What follows belongs to an exercise in optimizing a design on an open flow for small area, a short achievable clock period and few clock cycles; a production flow would make more cautious choices.
Function was checked by simulation only, so behaviour that the tests miss may differ from the original.

==> inputs of run a <==
// biquad_fc
module biquad_fc (
    input             clk,
    input             rst_n,        
    input             coef_we,
    input      [2:0]  coef_sel,
    input      [31:0] coef_data,
    input             hist_clr,     
    input             in_valid,
    output            in_ready,
    input      [31:0] in_l,
    input      [31:0] in_r,
    output reg        out_valid,
    output     [31:0] out_l,
    output     [31:0] out_r
);
Settings: LEC_CHECK=0, ABC_AREA=1, CAP_MARGIN=20, CORE_MARGIN=2, CORE_UTILIZATION=40, PLACE_DENSITY=0.6, SLEW_MARGIN=20; clock period 45.0 ns.
run.sh (not shown) runs the stock make flow with config.mk's settings and CLKGATE_MAP_FILE= SYNTH_SCRIPT=/design/flow/synth_recipe.tcl, a recipe that flattens the netlist after the stock synthesis.
==> inputs of run b, as changes to run a <==
--- a/flow/design.v
+++ b/flow/design.v
@@ -49,10 +49,11 @@
         else
             result = {sign, pk};
     end
 endmodule
 module fp_mul (
+    input         clk,
     input  [31:0] a,
     input  [31:0] b,
     output [31:0] y
 );
     wire [7:0]  ea = a[30:23];
@@ -68,23 +69,32 @@
     wire b_zero = (eb == 8'h00) && (fb == 23'd0);
     wire [23:0] ma = {ea != 8'h00, fa};
     wire [23:0] mb = {eb != 8'h00, fb};
     wire [7:0]  ea1 = (ea == 8'h00) ? 8'd1 : ea;
     wire [7:0]  eb1 = (eb == 8'h00) ? 8'd1 : eb;
-    wire [47:0]        prod = ma * mb;
-    wire signed [11:0] e    = $signed({4'd0, ea1}) + $signed({4'd0, eb1}) - 12'sd126;
+    reg  [47:0]        prod;
+    reg  signed [11:0] e;
+    reg                rs, r_nan, r_inf, r_zero;
+    always @(posedge clk) begin
+        prod   <= ma * mb;
+        e      <= $signed({4'd0, ea1}) + $signed({4'd0, eb1}) - 12'sd126;
+        rs     <= s;
+        r_nan  <= a_nan | b_nan | (a_inf & b_zero) | (b_inf & a_zero);
+        r_inf  <= a_inf | b_inf;
+        r_zero <= a_zero | b_zero;
+    end
     wire [31:0] rounded;
     fp_norm_round #(.W(48)) u_round (
-        .sign     (s),
+        .sign     (rs),
         .exp_in   (e),
         .mant     (prod),
         .sticky_in(1'b0),
         .result   (rounded)
     );
-    assign y = (a_nan | b_nan | (a_inf & b_zero) | (b_inf & a_zero)) ? 32'h7FC00000 :
-               (a_inf | b_inf)   ? {s, 8'hFF, 23'd0} :
-               (a_zero | b_zero) ? {s, 31'd0} :
+    assign y = r_nan  ? 32'h7FC00000 :
+               r_inf  ? {rs, 8'hFF, 23'd0} :
+               r_zero ? {rs, 31'd0} :
                rounded;
 endmodule
 module fp_add (
     input  [31:0] a,
     input  [31:0] b,
@@ -94,37 +104,54 @@
     wire [31:0] bb = {b[31] ^ sub, b[30:0]};
     wire a_nan = (a[30:23] == 8'hFF) && (a[22:0] != 23'd0);
     wire b_nan = (bb[30:23] == 8'hFF) && (bb[22:0] != 23'd0);
     wire a_inf = (a[30:23] == 8'hFF) && (a[22:0] == 23'd0);
     wire b_inf = (bb[30:23] == 8'hFF) && (bb[22:0] == 23'd0);
+    wire [7:0]  ea1 = (a[30:23] == 8'h00) ? 8'd1 : a[30:23];
+    wire [7:0]  eb1 = (bb[30:23] == 8'h00) ? 8'd1 : bb[30:23];
+    wire [7:0]  dab = ea1 - eb1;
+    wire [7:0]  dba = eb1 - ea1;
     wire        swap = bb[30:0] > a[30:0];
     wire [31:0] big  = swap ? bb : a;
     wire [31:0] sml  = swap ? a : bb;
-    wire [7:0]  eb_raw = big[30:23];
-    wire [7:0]  es_raw = sml[30:23];
-    wire [7:0]  e_big  = (eb_raw == 8'h00) ? 8'd1 : eb_raw;
-    wire [7:0]  e_sml  = (es_raw == 8'h00) ? 8'd1 : es_raw;
-    wire [23:0] m_big  = {eb_raw != 8'h00, big[22:0]};
-    wire [23:0] m_sml  = {es_raw != 8'h00, sml[22:0]};
-    wire [7:0]  d      = e_big - e_sml;
+    wire [7:0]  e_big = swap ? eb1 : ea1;
+    wire [7:0]  d     = swap ? dba : dab;
+    wire [23:0] m_big = {big[30:23] != 8'h00, big[22:0]};
+    wire [23:0] m_sml = {sml[30:23] != 8'h00, sml[22:0]};
     wire [27:0] a_ext = {1'b0, m_big, 3'b000};
     wire [27:0] s_ext = {1'b0, m_sml, 3'b000};
     wire [4:0]  dsh   = (d >= 8'd28) ? 5'd31 : d[4:0];
     wire [55:0] s_sh  = {s_ext, 28'd0} >> dsh;
     wire [27:0] s_al  = s_sh[55:28] | {27'd0, |s_sh[27:0]};
     wire        eff_sub = big[31] ^ sml[31];
     wire [27:0] sum     = eff_sub ? (a_ext - s_al) : (a_ext + s_al);
-    wire        sign    = (sum == 28'd0) ? (a[31] & bb[31]) : big[31];
-    wire signed [11:0] e = $signed({4'd0, e_big}) + 12'sd1;
-    wire [31:0] rounded;
-    fp_norm_round #(.W(28)) u_round (
-        .sign     (sign),
-        .exp_in   (e),
-        .mant     (sum),
-        .sticky_in(1'b0),
-        .result   (rounded)
-    );
+    wire        zero    = (sum == 28'd0);
+    wire        sign    = zero ? (a[31] & bb[31]) : big[31];
+    wire [31:0] mark = (e_big < 8'd28) ? (32'h80000000 >> e_big[4:0]) : 32'd0;
+    reg  [31:0] xm, xs;
+    reg  [4:0]  lz;
+    always @* begin
+        xm = {sum, 4'd0} | mark;
+        xs = {sum, 4'd0};
+        lz = 5'd0;
+        if (xm[31:16] == 16'd0) begin lz[4] = 1'b1; xm = xm << 16; xs = xs << 16; end
+        if (xm[31:24] == 8'd0)  begin lz[3] = 1'b1; xm = xm << 8;  xs = xs << 8;  end
+        if (xm[31:28] == 4'd0)  begin lz[2] = 1'b1; xm = xm << 4;  xs = xs << 4;  end
+        if (xm[31:30] == 2'd0)  begin lz[1] = 1'b1; xm = xm << 2;  xs = xs << 2;  end
+        if (xm[31] == 1'b0)     begin lz[0] = 1'b1; xm = xm << 1;  xs = xs << 1;  end
+    end
+    wire        normal = xs[31];
+    wire [7:0]  expf   = normal ? (e_big + 8'd1 - {3'd0, lz}) : 8'd0;
+    wire [23:0] sig    = xs[31:8];
+    wire        guard  = xs[7];
+    wire        st     = |xs[6:4];
+    wire        rup    = guard & (st | sig[0]);
+    wire [30:0] pk     = {expf, sig[22:0]} + {30'd0, rup};
+    wire        ovf    = sum[27] & (e_big == 8'd254);
+    wire [31:0] rounded = zero ? {sign, 31'd0} :
+                          ovf  ? {sign, 8'hFF, 23'd0} :
+                                 {sign, pk};
     assign y = (a_nan | b_nan | (a_inf & b_inf & (a[31] != bb[31]))) ? 32'h7FC00000 :
                a_inf ? a :
                b_inf ? bb :
                rounded;
 endmodule
@@ -287,42 +314,42 @@
             4'd8:    begin mul_a = b0; mul_b = xr0; end
             default: begin mul_a = b1; mul_b = xr1; end
         endcase
     end
     wire [31:0] mul_y;
-    fp_mul u_mul (.a(mul_a), .b(mul_b), .y(mul_y));
-    wire        add_left = (slot == 4'd1) || (slot == 4'd2) || (slot == 4'd5) || (slot == 4'd8);
-    wire        add_sub  = (slot == 4'd1) || (slot == 4'd2) || (slot == 4'd6) || (slot == 4'd7);
+    fp_mul u_mul (.clk(clk), .a(mul_a), .b(mul_b), .y(mul_y));
+    wire        add_left = (slot == 4'd2) || (slot == 4'd3) || (slot == 4'd6) || (slot == 4'd9);
+    wire        add_sub  = (slot == 4'd2) || (slot == 4'd3) || (slot == 4'd7) || (slot == 4'd8);
     wire [31:0] add_a    = add_left ? sl : sr;
-    wire [31:0] add_b    = (slot == 4'd2) ? ql : (slot == 4'd7) ? qr : p;
+    wire [31:0] add_b    = (slot == 4'd3) ? ql : (slot == 4'd8) ? qr : p;
     wire [31:0] add_y;
     fp_add u_add (.a(add_a), .b(add_b), .sub(add_sub), .y(add_y));
-    wire        div_load = (slot == 4'd3) || (slot == 4'd8);
+    wire        div_load = (slot == 4'd4) || (slot == 4'd9);
     wire        div_iter = !div_load;
     wire [31:0] div_y;
     fp_div u_div (
         .clk (clk),
         .load(div_load),
         .iter(div_iter),
-        .a   ((slot == 4'd3) ? sl : sr),
+        .a   ((slot == 4'd4) ? sl : sr),
         .b   (a0),
         .y   (div_y)
     );
     always @(posedge clk) begin
         p <= mul_y;
         case (slot)
-            4'd1, 4'd2, 4'd5, 4'd8: sl <= add_y;
-            4'd4:                   sl <= p;
+            4'd2, 4'd3, 4'd6, 4'd9: sl <= add_y;
+            4'd5:                   sl <= p;
             default: ;
         endcase
         case (slot)
-            4'd0, 4'd3, 4'd6, 4'd7: sr <= add_y;
-            4'd9:                   sr <= p;
+            4'd1, 4'd4, 4'd7, 4'd8: sr <= add_y;
+            4'd0:                   sr <= p;
             default: ;
         endcase
-        if (slot == 4'd7) ql <= p;
-        if (slot == 4'd2) qr <= p;
+        if (slot == 4'd8) ql <= p;
+        if (slot == 4'd3) qr <= p;
         if (slot == 4'd2) begin
             xl0 <= in_l;
             xr0 <= in_r;
         end
         if (!rst_n) begin
@@ -337,11 +364,11 @@
             xl1 <= F_ZERO; xl2 <= F_ZERO; yl1 <= F_ZERO; yl2 <= F_ZERO;
             xr1 <= F_ZERO; xr2 <= F_ZERO; yr1 <= F_ZERO; yr2 <= F_ZERO;
         end else begin
             slot      <= (slot == 4'd9) ? 4'd0 : slot + 4'd1;
             rdy       <= (slot == 4'd1);
-            out_valid <= (slot == 4'd3) && v_prv;
+            out_valid <= (slot == 4'd4) && v_prv;
             if (slot == 4'd2) v_nxt <= accept;
             if (slot == 4'd9) begin
                 v_prv <= v_cur;
                 v_cur <= v_nxt;
                 v_nxt <= 1'b0;
@@ -363,19 +390,19 @@
             end else begin
                 if (slot == 4'd7 && v_nxt) begin
                     xl2 <= xl1;
                     xl1 <= xl0;
                 end
-                if (slot == 4'd8 && v_cur) begin
+                if (slot == 4'd9 && v_cur) begin
                     yl2 <= yl1;
                     yl1 <= div_y;
                 end
                 if (slot == 4'd2 && v_cur) begin
                     xr2 <= xr1;
                     xr1 <= xr0;
                 end
-                if (slot == 4'd3 && v_prv) begin
+                if (slot == 4'd4 && v_prv) begin
                     yr2 <= yr1;
                     yr1 <= div_y;
                 end
             end
         end
==> flow/flow/run.sh (new file) <==
#!/bin/bash
set -euo pipefail
bash standard.sh SETUP_SLACK_MARGIN=30 finish > make.log 2>&1
==> flow/standard.sh (new file) <==
#!/bin/bash
# synth_recipe.tcl (not shown) runs the flow's synth.tcl, then flattens the netlist and writes it again
# the make line also repeats each setting of config.mk as NAME=value (left out here)
make -C /OpenROAD-flow-scripts/flow DESIGN_CONFIG=/design/flow/config.mk WORK_HOME=/design/flow/orfs CLKGATE_MAP_FILE= SYNTH_SCRIPT=/design/flow/synth_recipe.tcl "${@:-finish}"
removed: flow/run.sh
==> comparison table <==
quantity                                                                      run a                   run b
Outcome                                            no timing/DRC/antenna violations  no timing/DRC/antenna violations
Final weighted congestion in routability-driven placement                     0.993                    1.02
Final design utilization                                                      0.435                   0.448
Floorplan die area                                                       212000 um2              212000 um2
Clk_buf instances                                                               131                     151
Avg Synthesized Cell Area                                                  6.80 um2                6.95 um2
Critical path's most frequent cell                         sky130_fd_sc_hd__nand2_1  sky130_fd_sc_hd__inv_1
Via density per instance                                                       5.53                    5.53
Clock skew                                                                0.0678 ns                0.105 ns
RSZ-0062 raised after global routing                                          false                    true
Filler instances                                                              21.4k                   21.4k
Total GRT Usage                                                               0.298                   0.302
Critical path arrival                                                      23.46 ns                14.97 ns
Testbench counts of run a, summed over its fixed seeds: cycles 166,432.
Testbench counts of run b, summed over its fixed seeds: cycles 166,440.

port drivers added, routing unchanged:
In the flow no input, the clock included, has a driving cell. The finished layouts below were timed again as built, in two steps.
Step 1, drivers: a clkbuf_16 drives clk and a buf_2 each remaining input, both assumed.
Step 2 adds t to the input delays and takes it off the output delays; t is the mean of the earliest and latest rising clock arrival at the registers after step 1. Input paths then give back, and output paths get back, about the clock's delay inside the block.
Slacks: no drivers / after step 1 / after step 2; pairs: no drivers / after step 1.
| run | shift t [ns] | setup WS [ns] | worst setup path after step 2 | slew at the worst register clock pin (ns) | worst slew at a driven data input, ns |
|---|---|---|---|---|---|
| run a | 0.790 | 22.159 / 22.159 / 22.159 | register to register | 0.07 / 0.07 | 0.08 |
| run b | 0.833 | 30.714 / 30.714 / 30.714 | register to register | 0.08 / 0.08 | 0.23 |
After both steps every run listed still meets setup and hold.
